This is an optimization exercise on Yosys and OpenROAD, whose aim is small area and a short achievable clock period, not a production implementation. The RTL was checked by simulation tests, not by an equivalence proof against the original design.

==> flow/design.v (outline; a module is shown in full before it is edited, if it fits) <==
// module mrr_reduce: 2002 lines
// module conv4: 2640 lines
module conv4 (
    input  wire         clk,
    input  wire         rst,         
    input  wire         in_valid,
    input  wire [55:0]  f,           
    input  wire [55:0]  g,           
    output wire         out_valid,
    output wire [127:0] p            
);
  // ...
==> flow/flow/run.sh <==
#!/bin/bash
# Layout flow: ORFS's standard flow (standard.sh) with two changes:
#  - synthesis is the standard flow's synthesis script with Yosys's pre-mapping "abc -fast"
#    skipped (synth -noabc), so extract_fa sees the RTL's adder cells directly;
#    everything else (registers, flattening, renaming, the final ABC mapping)
#    is unchanged;
#  - the port buffers that buffer_ports inserts are sky130_fd_sc_hd__buf_2.
# Each tool's full output goes to a log file in the work folder.
set -euo pipefail
W=$(pwd)
# synthesis script: the standard flow's, with -noabc added to every synth call
sed 's/yosys synth -nofsm -noshare /yosys synth -nofsm -noshare -noabc /' synth_recipe.tcl > flow_synth.tcl
grep -q -- '-noabc' flow_synth.tcl
sed "s#$W/synth_recipe.tcl#$W/flow_synth.tcl#g" standard.sh > flow_synth.sh
if grep -q 'srcline/synth.tcl' flow_synth.sh; then
  mkdir -p srcline_own
  sed "s#$W/synth_recipe.tcl#$W/flow_synth.tcl#g" srcline/synth.tcl > srcline_own/synth.tcl
  sed -i "s#$W/srcline/synth.tcl#$W/srcline_own/synth.tcl#g" flow_synth.sh
fi
grep -q 'flow_synth.tcl\|srcline_own' flow_synth.sh
bash flow_synth.sh synth > synth.log 2>&1
bash standard.sh 'BUFFER_PORTS_ARGS=-buffer_cell sky130_fd_sc_hd__buf_2' finish > layout.log 2>&1
test -s out/final.def
==> flow/standard.sh <==
#!/bin/bash
# synth_recipe.tcl (not shown) runs the flow's synth.tcl, then flattens the netlist and writes it again
# the make line also repeats each setting of config.mk as NAME=value (left out here)
make -C /OpenROAD-flow-scripts/flow DESIGN_CONFIG=/design/flow/config.mk WORK_HOME=/design/flow/orfs CLKGATE_MAP_FILE= SYNTH_SCRIPT=/design/flow/synth_recipe.tcl "${@:-finish}"
==> flow/config.mk <==
export PLATFORM = sky130hd
export DESIGN_NAME = conv4
export DESIGN_NICKNAME = conv4
export VERILOG_FILES = /design/flow/design.v
export SDC_FILE = /design/flow/constraint.sdc
export NUM_CORES = 4
export LEC_CHECK = 0
export CAP_MARGIN = 20
export CORE_MARGIN = 2
export CORE_UTILIZATION = 65
export SLEW_MARGIN = 20
==> flow/constraint.sdc <==
create_clock -name core_clock -period 24.0 [get_ports {clk}]
set_input_delay 4.8000 -clock core_clock [delete_from_list [all_inputs] [get_ports {clk}]]
set_output_delay 4.8000 -clock core_clock [all_outputs]
set_load 0.01 [all_outputs]
==> flow_summary.yaml, run 1 <==
logic_synthesis:
  yosysTopAreaCell: "fa_1"
  synth_seq_cells: 900
  synth_top_family_by_area: "adder cells"
  synth_most_common_cell: "nor2_1"
clock_network:
  clk_latency_ps: 830
  cts-buffers-inserted: 111
cells_and_area:
  final_design_area_no_fill_um2: 140000
  largestClassByArea: "multi-input combinational cells"
  seq_area_um2: 18200
  buffer_area_share_pct: 1.44
global_route:
  grt_remaining_overflow: 0
  grt_pass1_vias: 107931
  grt_start_max_net_pins: 57
floorplanning:
  start_util_pct: 65.3
status:
  outcome: "finished clean"
placed_design:
  placed_cell_area_um2: 136000
worst_hold_path:
  holdCritPathClass: "flip-flop to flip-flop"
critical_path:
  critPathMaxFanout: 29
  slowest_stage: "dfxtp_2"
drt:
  wl_met2_mm: 173
  dr_wl_met3_mm: 34.9
  drt-met1-wl_mm: 147
  antenna_left: 0
timing:
  min_period_ps: 6700
  fin_tns_setup_ps: 0
==> run 2, diff against run 1 <==
--- a/flow/flow/run.sh
+++ b/flow/flow/run.sh
@@ -4,7 +4,10 @@
 #    skipped (synth -noabc), so extract_fa sees the RTL's adder cells directly;
 #    everything else (registers, flattening, renaming, the final ABC mapping)
 #    is unchanged;
-#  - the port buffers that buffer_ports inserts are sky130_fd_sc_hd__buf_2.
+#  - the port buffers that buffer_ports inserts are sky130_fd_sc_hd__buf_2;
+#  - repair_timing (after floorplan, CTS and global routing) works to a setup
+#    slack margin of 18 ns (the clock period and the SDC are unchanged), so it
+#    upsizes and buffers the critical paths.
 # Each tool's full output goes to a log file in the work folder.
 set -euo pipefail
 W=$(pwd)
@@ -19,5 +22,5 @@
 fi
 grep -q 'flow_synth.tcl\|srcline_own' flow_synth.sh
 bash flow_synth.sh synth > synth.log 2>&1
-bash standard.sh 'BUFFER_PORTS_ARGS=-buffer_cell sky130_fd_sc_hd__buf_2' finish > layout.log 2>&1
+bash standard.sh 'BUFFER_PORTS_ARGS=-buffer_cell sky130_fd_sc_hd__buf_2' SETUP_SLACK_MARGIN=18.0 finish > layout.log 2>&1
 test -s out/final.def
==> flow_summary.yaml, run 2 <==
logic_synthesis:
  synth_compound_area_share_pct: 9.80
  synthCells: 13335
  yosys.area_share.xor_xnor_pct: 3.72
  synth_seq_cells: 900
  synth_area_leaders: "fa_1, dfxtp_1, ha_1, nor2_1, xnor2_1"
  synth_top_area_share_pct: 44.1
  yosysTopAreaCell: "fa_1"
  synth_area_um2: 134000
  synth_common_cells: "nor2_1, fa_1, ha_1"
  synth-edff-count: 0
  synthAdderAreaFrac_pct: 55.2
  synth_top_family_by_area: "adder cells"
  synth_simple_gate_area_share_pct: 13.8
  synth_ff_type: "dfxtp_1"
  ys_warn_count: 2
  yosysUniqueCellTypes: 85
  synth_most_common_cell: "nor2_1"
  avgSynthCellArea_um2: 10.0
  async_reset_ff_share_pct: 0
  synthMuxAreaShare_pct: 0.649
  ys_seq_area_share_pct: 13.5
floorplanning:
  die_y_um: 457
  fp.dieW_um: 457
  start_util_pct: 65.3
  rows: 166
  core-area_um2: 204000
  ios: 244
  dieArea_um2: 209000
timing:
  clock_skew_ps: 66.4
  finalHoldViolations: 0
  min_period_ps: 6060
  setup_violations: 0
  slew_headroom_pct: 47.0
  period_share_pct: 25.2
  slew_viol_final: 0
  fmax_mhz: 165
  worst_pin_slew_ps: 791
  fin_tns_setup_ps: 0
  rsz0062_at_grt: "yes"
  worst_slack_ps: 17940
critical_path:
  critPathMaxStageDelay_ps: 310
  path_class: "flip-flop to output port"
  worstPathCellList: "buf_2"
  crit_arrival_ps: 1260
  cp_num_cells: 1
  start_kind: "flip-flop"
  worstPathRequired_ps: 19200
  path_buf_inv: 1
  slowest_stage: "dfxtp_1"
  reg2regPathDepth: 16
  critPathMaxFanout: 1
  path_delay_family: "flip-flops"
  worst_setup_path_end_kind: "output port"
clock_network:
  cts-buffers-inserted: 111
  cts_root_buf: "clkbuf_16"
  clockBufferDepth: 3
  htree_levels: 3
  clk_pin_slew_worst_paths_ps: 60
  clk_latency_ps: 830
  cts_tree: "built"
  clock-sinks: 900
  cts_hold_buffers: 0
cells_and_area:
  area_growth_syn_to_layout_pct: 8.43
  final_cells: 16008
  top_regs: "acc x112, fr x56, gr x56"
  drive_above_1_share_pct: 8.96
  layout_commonest_cell: "nor2_1"
  regMostFlops: "acc"
  nNetsFinal: 17453
  layout_common_cells: "nor2_1, fa_1, ha_1, dfxtp_1, nand2_1"
  largest_reg_flops: 112
  final_core_util_pct: 70.8
global_route:
  grt_pass1_vias: 108496
  grt_start_max_net_pins: 57
  grtUsageTotal_pct: 36.6
  antenna_found_initial: 8
  grt_pass1_wl_mm: 599
  grt_remaining_overflow: 0
drt:
  drt_iter0_drc: 8534
  drc: 0
  wl_per_cell_um: 24.1
  drt_first_pass_iters: 6
  routed_wl_mm: 386
  vias: 101832
  viasPerCell: 6.36
  antenna_left: 0
worst_hold_path:
  holdCritPathClass: "flip-flop to flip-flop"
  worstHoldPathCells: 1
flow_run:
  cap_violations: 0
placed_design:
  portBuffers: 227
  dp_hpwl_mm: 271
  place_inst: 15622
  dp_slack_ps: 17360
  routabilityCongestion: 0.919
status:
  outcome: "finished clean"
## run 2: cell types whose count changed in the layout (fill, tap and decap cells not counted), sizes merged
cell / change
buf: +140
clkbuf: +24
diode: +7
o221ai: +2
## run 2: routing by layer
metal / vias to the layer above / global-route usage [%] / part of all wire (%)
li1: 43376 / - / -
met3: 1161 / 8.21 / 10
met4: 4 / 16.5 / 5.2
met1: 51715 / 48.1 / 39
met5: - / 0 / 0.0070
met2: 5576 / 58.4 / 46
## run 2: logic make-up after synthesis
family	after synthesis
adder cells (fa/ha/maj)	4125
AO/OA/AOI/OAI	1906
flip-flops	900
other	1
multiplexers	82
buffers and inverters	1177
AND/OR/NAND/NOR	4578
XOR/XNOR	566
## run 2: final cells by class
cell class	instances	area, µm²
antenna	10	25.0
clock buffer	138	3060
clock inverter	72	852
fill	15115	59600
inverter	417	1570
multi-input combinational	11275	113000
sequential	900	18300
tap	2688	3360
timing repair buffer	508	5030
## run 2: stage by stage
stage,hold slack (ps),area [µm²]
2_1_floorplan,414,134000
3_3_place_gp,426,136000
3_5_place_dp,451,136000
4_1_cts,456,142000
5_1_grt,464,145000
6_report,453,145000
## run 2: repair_timing
item	in CTS	in global routing
setup buffers	28	126
setup endpoints to repair	260	284
pin swaps	11	34
gates cloned	0	12
resized for setup	326	469
## run 2: final timing paths
kind                                     end  slack, ps    from
worst max register to register  u_r8.m_rp731      18140   gr[4]
worst max-delay path                    p[4]      17940  acc[4]
worst min register to register        vld[1]        450  vld[0]
worst min-delay path                  vld[1]        450  vld[0]
==> run 3, diff against run 2 <==
--- a/flow/flow/run.sh
+++ b/flow/flow/run.sh
@@ -1,5 +1,5 @@
 #!/bin/bash
-# Layout flow: ORFS's standard flow (standard.sh) with two changes:
+# Layout flow: ORFS's standard flow (standard.sh) with these changes:
 #  - synthesis is the standard flow's synthesis script with Yosys's pre-mapping "abc -fast"
 #    skipped (synth -noabc), so extract_fa sees the RTL's adder cells directly;
 #    everything else (registers, flattening, renaming, the final ABC mapping)
--- a/flow/config.mk
+++ b/flow/config.mk
@@ -7,5 +7,5 @@
 export LEC_CHECK = 0
 export CAP_MARGIN = 20
 export CORE_MARGIN = 2
-export CORE_UTILIZATION = 65
+export CORE_UTILIZATION = 75
 export SLEW_MARGIN = 20
==> flow_summary.yaml, run 3 <==
critical_path:
  path_class: "flip-flop to output port"
  crit_arrival_ps: 1230
  slowest_stage: "dfxtp_1"
  worstPathCellList: "buf_2"
  path_delay_family: "flip-flops"
  critPathMaxStageDelay_ps: 320
  r2r_slack_ps: 18100
  start_kind: "flip-flop"
  path_buf_inv: 1
  worstPathRequired_ps: 19200
  worst_setup_path_end_kind: "output port"
  critPathMaxFanout: 1
placed_design:
  portBuffers: 227
  placed_cell_area_um2: 136000
  dp_hpwl_mm: 271
  routabilityCongestion: 0.931
timing:
  fmax_mhz: 166
  min_period_ps: 6030
  fin_tns_setup_ps: 0
  worst_pin_slew_ps: 814
  rsz0062_at_grt: "yes"
  clock_skew_ps: 56.6
  setup_violations: 0
  period_share_pct: 25.1
  slew_headroom_pct: 45.1
  finalHoldViolations: 0
  slew_viol_final: 0
global_route:
  grtUsageTotal_pct: 42.3
  grt_most_used_layer: "met2"
  grt_use_met3_pct: 11.7
  grt_pass1_vias: 112004
  grt_use_met1_pct: 53.5
  use_met2_pct: 66.3
  grt_pass1_wl_mm: 597
  grt_start_max_net_pins: 57
  antenna_found_initial: 19
  grt_remaining_overflow: 0
logic_synthesis:
  synth_common_cells: "nor2_1, fa_1, ha_1"
  synth-edff-count: 0
  yosysUniqueCellTypes: 85
  synth_top_area_share_pct: 44.1
  synth_ff_type: "dfxtp_1"
  avgSynthCellArea_um2: 10.0
  synthCells: 13335
  synth_most_common_cell: "nor2_1"
  yosysTopAreaCell: "fa_1"
  ys_seq_area_share_pct: 13.5
  synth_seq_cells: 900
  synth_area_um2: 134000
  synth_area_leaders: "fa_1, dfxtp_1, ha_1, nor2_1, xnor2_1"
  ys_warn_count: 2
  async_reset_ff_share_pct: 0
drt:
  routed_wl_mm: 385
  antenna_left: 0
  drt_first_pass_iters: 9
  vias: 104334
  viasPerCell: 6.67
  drt_iter0_drc: 11451
  drc: 0
  wl_per_cell_um: 24.6
cells_and_area:
  drive_above_1_share_pct: 8.90
  final_design_area_no_fill_um2: 144000
  area_growth_syn_to_layout_pct: 7.97
  largest_reg_flops: 112
  layout_commonest_cell: "nor2_1"
  layout_common_cells: "nor2_1, fa_1, ha_1, dfxtp_1, nand2_1"
  regMostFlops: "acc"
  top_regs: "acc x112, fr x56, gr x56"
  nNetsFinal: 17433
floorplanning:
  start_util_pct: 75.7
  dieArea_um2: 181000
  fp.dieW_um: 426
  rows: 154
  core-area_um2: 176000
  die_y_um: 426
  ios: 244
clock_network:
  cts-buffers-inserted: 106
  clock-sinks: 900
  clk_pin_slew_worst_paths_ps: 60
  htree_levels: 3
  cts_root_buf: "clkbuf_16"
  cts_tree: "built"
  clockBufferDepth: 3
  clk_latency_ps: 800
worst_hold_path:
  holdCritPathClass: "flip-flop to flip-flop"
status:
  outcome: "finished clean"
flow_run:
  cap_violations: 0
## run 3: cell counts after synthesis
Identical to the previous run, type by type.
## run 3: metal layers
metal / up-vias / part of all wire [%]
met3: 1644 / 12
met1: 52139 / 36
li1: 43339 / -
met2: 7196 / 46
met4: 16 / 6.5
met5: - / 0.029
## run 3: final timing paths
check / end / cells past startpoint / from
max: p[107] / 1 / acc[107]
max reg2reg: u_r11.m_rp730 / 17 / fr[36]
min reg2reg: vld[3] / 1 / vld[2]
min: vld[3] / 1 / vld[2]
## run 3: logic make-up (layout without fill, tap and decap cells)
group                      after synthesis  in the layout  share of synthesized area, %
muxes                                   82             82                         0.649
DFF                                    900            900                          13.5
AOI/OAI and AO/OA                     1906           1907                          9.80
buffers and inverters                 1177           1106                          3.36
and+or+nand+nor                       4578           4578                          13.8
xor gates and xnor gates               566            566                          3.72
adders and majority gates             4125           4125                          55.2
other                                    1             32                       0.00281
## run 3: area by class of cell
cell class,instances,area [µm²]
antenna,16,40.0
sequential,900,18400
timing repair buffer,494,5020
clock buffer,134,2980
tap,2340,2930
fill,10502,32300
clock inverter,61,701
multi-input combinational,11274,113000
inverter,417,1570
## run 3: what timing repair did
item                       CTS  global route
gates resized for setup    336           507
pin swaps                   14            46
setup endpoints to repair  270           279
setup buffers               35           106
cloned                       0             7
hold buffers                 0             0
## run 3: stage by stage
stage                     worst slack (ps)  hold slack, ps  std cells  utilization (%)
after floorplan                      18330             414      13350                -
after global placement               17540             431      15277             76.9
after detailed placement             17290             431      15277             76.9
after CTS                            17910             442      15507             80.0
after global routing                 17850             448      15622             81.7
final                                17970             446      15636             81.7
==> run 4, diff against run 3 <==
--- a/flow/flow/run.sh
+++ b/flow/flow/run.sh
@@ -6,7 +6,7 @@
 #    is unchanged;
 #  - the port buffers that buffer_ports inserts are sky130_fd_sc_hd__buf_2;
 #  - repair_timing (after floorplan, CTS and global routing) works to a setup
-#    slack margin of 18 ns (the clock period and the SDC are unchanged), so it
+#    slack margin of 17.93 ns (the clock period and the SDC are unchanged), so it
 #    upsizes and buffers the critical paths.
 # Each tool's full output goes to a log file in the work folder.
 set -euo pipefail
@@ -22,5 +22,5 @@
 fi
 grep -q 'flow_synth.tcl\|srcline_own' flow_synth.sh
 bash flow_synth.sh synth > synth.log 2>&1
-bash standard.sh 'BUFFER_PORTS_ARGS=-buffer_cell sky130_fd_sc_hd__buf_2' SETUP_SLACK_MARGIN=18.0 finish > layout.log 2>&1
+bash standard.sh 'BUFFER_PORTS_ARGS=-buffer_cell sky130_fd_sc_hd__buf_2' SETUP_SLACK_MARGIN=17.93 finish > layout.log 2>&1
 test -s out/final.def
--- a/flow/config.mk
+++ b/flow/config.mk
@@ -7,5 +7,5 @@
 export LEC_CHECK = 0
 export CAP_MARGIN = 20
 export CORE_MARGIN = 2
-export CORE_UTILIZATION = 75
+export CORE_UTILIZATION = 65
 export SLEW_MARGIN = 20
==> flow_summary.yaml, run 4 <==
status:
  outcome: "finished clean"
clock_network:
  clockBufferDepth: 3
  cts_root_buf: "clkbuf_16"
  cts-buffers-inserted: 111
  cts_tree: "built"
  cts_hold_buffers: 0
  clk_pin_slew_worst_paths_ps: 60
  htree_levels: 3
  clk_latency_ps: 830
  clock-sinks: 900
logic_synthesis:
  synth_top_area_share_pct: 44.1
  ys_warn_count: 2
  avgSynthCellArea_um2: 10.0
  synth_area_um2: 134000
  synth_area_leaders: "fa_1, dfxtp_1, ha_1, nor2_1, xnor2_1"
  async_reset_ff_share_pct: 0
  synth_seq_cells: 900
  synth_common_cells: "nor2_1, fa_1, ha_1"
  synth_most_common_cell: "nor2_1"
  yosysUniqueCellTypes: 85
  yosysTopAreaCell: "fa_1"
  synthCells: 13335
  synth_ff_type: "dfxtp_1"
  synth-edff-count: 0
  ys_seq_area_share_pct: 13.5
floorplanning:
  ios: 244
  dieArea_um2: 209000
  fp.dieW_um: 457
  core-area_um2: 204000
  rows: 166
  die_y_um: 457
  start_util_pct: 65.3
critical_path:
  rr_startpoint: "gr[33]"
  reg2regPathDepth: 16
  path_buf_inv: 1
  worstPathRequired_ps: 19200
  critPathMaxFanout: 1
  r2r_slack_ps: 18070
  worstPathCellList: "buf_2"
  path_class: "flip-flop to output port"
  critPathMaxStageDelay_ps: 310
  slowest_stage: "dfxtp_1"
  path_delay_family: "flip-flops"
  r2r_end: "u_r2.m_rp731"
  worst_setup_path_end_kind: "output port"
  crit_arrival_ps: 1270
  start_kind: "flip-flop"
global_route:
  grt_remaining_overflow: 0
  antenna_found_initial: 8
  grtUsageTotal_pct: 36.6
  grt_pass1_vias: 108417
  grt_start_max_net_pins: 57
  grt_pass1_wl_mm: 598
worst_hold_path:
  holdCritStartpoint: "vld[0]"
  whs_endpoint: "vld[1]"
  holdCritPathClass: "flip-flop to flip-flop"
  worstHoldPathCells: 1
drt:
  viasPerCell: 6.35
  drt_iter0_drc: 8097
  routed_wl_mm: 381
  drt_first_pass_iters: 9
  antenna_left: 0
  wl_per_cell_um: 23.9
  drc: 0
  vias: 101272
timing:
  finalHoldViolations: 0
  period_share_pct: 25.3
  worst_pin_slew_ps: 805
  worst_slack_ps: 17930
  min_period_ps: 6070
  fmax_mhz: 165
  slew_viol_final: 0
  fin_tns_setup_ps: 0
  rsz0062_at_grt: "yes"
  clock_skew_ps: 66.4
  slew_headroom_pct: 46.1
  setup_violations: 0
cells_and_area:
  layout_common_cells: "nor2_1, fa_1, ha_1, dfxtp_1, nand2_1"
  drive_above_1_share_pct: 8.41
  largest_reg_flops: 112
  seq_area_um2: 18300
  multiInputGateArea_um2: 112000
  fill_cells: 15247
  area_growth_syn_to_layout_pct: 7.73
  nNetsFinal: 17406
  layout_commonest_cell: "nor2_1"
  top_regs: "acc x112, fr x56, gr x56"
  regMostFlops: "acc"
placed_design:
  routabilityCongestion: 0.919
  dp_hpwl_mm: 271
  portBuffers: 227
  dp_slack_ps: 17360
flow_run:
  cap_violations: 0
[run 4: cell counts after synthesis]
Identical to the previous run, type by type.
[run 4: cells by family (layout without fill, tap and decap cells)]
logic type      Yosys count  count (layout)  synth area share (%)
compound gates         1906            1907                  9.80
fa+ha+maj              4125            4125                  55.2
xor+xnor                566             566                  3.72
simple gates           4578            4578                  13.8
mux                      82              82                 0.649
flops                   900             900                  13.5
buf+inv                1177            1089                  3.36
other cells               1              22               0.00281
[run 4: metal layers]
metal | vias to the layer above | part of all wire, % | routed length (µm) | track usage [%]
met1 | 51601 | 39 | 148000 | 48.2
met2 | 5296 | 46 | 176000 | 58.4
met5 | - | 0.014 | 53 | 0
met3 | 1118 | 9.7 | 36900 | 8.08
met4 | 8 | 5.2 | 19600 | 16.4
li1 | 43249 | - | - | -
[run 4: final cells by class]
cell class,count,share of cell area (%)
multi-input cells,11274,78.2
flip-flops and latches,900,12.7
repair buffers,462,2.95
well taps,2688,2.34
clock buffers,138,2.13
inverters,417,1.09
clock inverters,72,0.592
diodes,6,0.0104
[run 4: worst max path at each step]
stage / start / end / slack [ps] / cells past startpoint
2_1_floorplan: u_r10.m_rp726 / u_r10.m_ry951 / 18330 / 23
3_3_place_gp: u_r1.m_rp726 / u_r1.m_ry951 / 17380 / 22
3_5_place_dp: u_r1.m_rp726 / u_r1.m_ry951 / 17360 / 22
4_1_cts: u_r1.m_rp726 / u_r1.m_ry951 / 17860 / 22
5_1_grt: u_r3.m_rp731 / u_r3.m_ry951 / 17860 / 20
6_report: acc[4] / p[4] / 17930 / 1
[run 4: timing repair]
item                       in CTS  in global routing
gates resized for setup       268                417
setup endpoints to repair     220                238
setup buffers                  25                 90
cloned                          0                  4
pin swaps                       9                 36
[run 4: through the flow]
step / utilization (%) / instance area, µm² / hold slack, ps / std cells
3_3_place_gp: 66.6 / 136000 / 426 / 15622
2_1_floorplan: - / 134000 / 414 / 13350
4_1_cts: 69.2 / 142000 / 456 / 15857
3_5_place_dp: 66.6 / 136000 / 451 / 15622
6_report: 70.4 / 144000 / 453 / 15957
5_1_grt: 70.4 / 144000 / 464 / 15952
==> run 5, diff against run 4 <==
--- a/flow/config.mk
+++ b/flow/config.mk
@@ -7,5 +7,5 @@
 export LEC_CHECK = 0
 export CAP_MARGIN = 20
 export CORE_MARGIN = 2
-export CORE_UTILIZATION = 65
+export CORE_UTILIZATION = 75
 export SLEW_MARGIN = 20
==> flow_summary.yaml, run 5 <==
timing:
  min_period_ps: 6030
  slew_viol_final: 0
  setup_violations: 0
  period_share_pct: 25.1
  fmax_mhz: 166
  slew_headroom_pct: 37.8
  worst_pin_slew_ps: 926
  fin_tns_setup_ps: 0
  rsz0062_at_grt: "yes"
  hold-worst-slack_ps: 449
  clock_skew_ps: 55.8
  finalHoldViolations: 0
critical_path:
  worst_setup_path_end_kind: "output port"
  crit_arrival_ps: 1230
  start_kind: "flip-flop"
  path_buf_inv: 1
  path_class: "flip-flop to output port"
  slowest_stage: "dfxtp_2"
  r2r_slack_ps: 18060
  path_delay_family: "flip-flops"
  worstPathRequired_ps: 19200
  critPathMaxFanout: 1
  critPathMaxStageDelay_ps: 320
  worstPathCellList: "buf_2"
floorplanning:
  core-area_um2: 176000
  dieArea_um2: 181000
  die_y_um: 426
  fp.dieW_um: 426
  rows: 154
  start_util_pct: 75.7
  ios: 244
drt:
  routed_wl_mm: 381
  drc: 0
  wl_per_cell_um: 24.4
  drt_first_pass_iters: 9
  antenna_left: 0
  drt_iter0_drc: 11134
  vias: 104024
  viasPerCell: 6.66
clock_network:
  clk_latency_ps: 800
  clockBufferDepth: 3
  cts_hold_buffers: 0
  clk_pin_slew_worst_paths_ps: 60
  htree_levels: 3
  clock-sinks: 900
  cts-buffers-inserted: 106
  cts_root_buf: "clkbuf_16"
  cts_tree: "built"
worst_hold_path:
  holdCritPathClass: "flip-flop to flip-flop"
logic_synthesis:
  synth_area_um2: 134000
  synth_ff_type: "dfxtp_1"
  yosysUniqueCellTypes: 85
  ys_warn_count: 2
  async_reset_ff_share_pct: 0
  synth_area_leaders: "fa_1, dfxtp_1, ha_1, nor2_1, xnor2_1"
  synth_top_area_share_pct: 44.1
  avgSynthCellArea_um2: 10.0
  synthCells: 13335
  yosysTopAreaCell: "fa_1"
  synth_most_common_cell: "nor2_1"
  synth-edff-count: 0
  synth_seq_cells: 900
  synth_common_cells: "nor2_1, fa_1, ha_1"
  ys_seq_area_share_pct: 13.5
cells_and_area:
  final_cells: 15615
  nNetsFinal: 17401
  top_regs: "acc x112, fr x56, gr x56"
  regMostFlops: "acc"
  layout_commonest_cell: "nor2_1"
  fill_cells: 10744
  layout_common_cells: "nor2_1, fa_1, ha_1, dfxtp_1, nand2_1"
  drive_above_1_share_pct: 8.11
  final_design_area_no_fill_um2: 143000
  final_core_util_pct: 81.1
  largest_reg_flops: 112
  area_growth_syn_to_layout_pct: 7.15
global_route:
  grt_most_used_layer: "met2"
  grt_remaining_overflow: 0
  use_met2_pct: 66.4
  grt_use_met1_pct: 53.4
  grt_start_max_net_pins: 57
  grt_pass1_wl_mm: 595
  grt_use_met3_pct: 11.6
  antenna_found_initial: 18
  grt_pass1_vias: 111700
  grtUsageTotal_pct: 42.1
placed_design:
  placed_cell_area_um2: 136000
  dp_hpwl_mm: 271
  routabilityCongestion: 0.931
  portBuffers: 227
  place_inst: 15277
status:
  outcome: "finished clean"
flow_run:
  cap_violations: 0
[run 5: worst paths after layout]
path | cells after the start | from | endpoint
min | 1 | vld[2] | vld[3]
min reg2reg | 1 | vld[2] | vld[3]
max reg2reg | 17 | gr[46] | u_r11.m_rp730
max | 1 | acc[75] | p[75]
[run 5: cells by family after synthesis]
group	Yosys count	synth area share, %
multiplexers	82	0.649
adder cells (fa/ha/maj)	4125	55.2
other	1	0.00281
AND/OR/NAND/NOR	4578	13.8
flip-flops	900	13.5
buffers and inverters	1177	3.36
AO/OA/AOI/OAI	1906	9.80
XOR/XNOR	566	3.72
[run 5: layout make-up]
type / count / area [µm²] / area share (%)
diodes: 27 / 67.6 / 0.0472
clock buffers: 134 / 2980 / 2.08
clock inverters: 61 / 701 / 0.490
inverters: 417 / 1570 / 1.09
multi-input cells: 11273 / 112000 / 78.6
flip-flops and latches: 900 / 18300 / 12.8
well taps: 2340 / 2930 / 2.05
repair buffers: 463 / 4110 / 2.87
[run 5: worst reg2reg max path, delay by kind of cell (launching register included)]
kind                     cells  cell delay, ps
XOR/XNOR                     1             150
AND/OR/NAND/NOR              2             250
buffers and inverters        1             330
flip-flops                   1             540
AO/OA/AOI/OAI                7            1630
adder cells (fa/ha/maj)      6            2900
[run 5: what timing repair did]
| item | in CTS | in global routing |
|---|---|---|
| resized for setup | 240 | 390 |
| setup buffers | 25 | 88 |
| pin swaps | 10 | 42 |
| endpoints found under the setup margin | 140 | 153 |
| cloned | 0 | 3 |
[run 5: through the flow]
| stage | setup slack, ps |
|---|---|
| finish | 17970 |
| global route | 17800 |
| CTS | 17830 |
| detailed placement | 17290 |
| global placement | 17540 |
| floorplan | 18330 |
[run 5: layer usage]
metal | part of all wire, % | vias up
met5 | 0.031 | -
met4 | 6.3 | 18
met3 | 12 | 1582
met2 | 46 | 6957
met1 | 36 | 52176
li1 | - | 43291

## port drivers added, routing unchanged
No port has a modelled driver above. Below, the same layouts with a new extraction and two added sets of constraints.
Step 1: set_driving_cell puts a clkbuf_16 on clk and a buf_2 on each other input, an assumption about the parent block.
Step 2, shift: input delay + t, output delay - t, t = (earliest + latest rising clock arrival at the registers) / 2. This alone moves slack from input paths to output paths.
a / b / c = no drivers / after step 1 / after step 2; a / b = the first two.
run	t (ns)	slack for setup (ns)	worst setup path at the end	pins driven straight from the clock port
run 1	0.883	17.305 / 17.305 / 17.305	register to register	1
run 2	0.885	17.940 / 17.850 / 18.139	register to register	1
run 3	0.858	17.969 / 17.879 / 18.100	register to register	1
run 4	0.889	17.933 / 17.843 / 18.069	register to register	1
run 5	0.855	17.972 / 17.884 / 18.061	register to register	1
After both steps setup and hold are still met in every run listed.
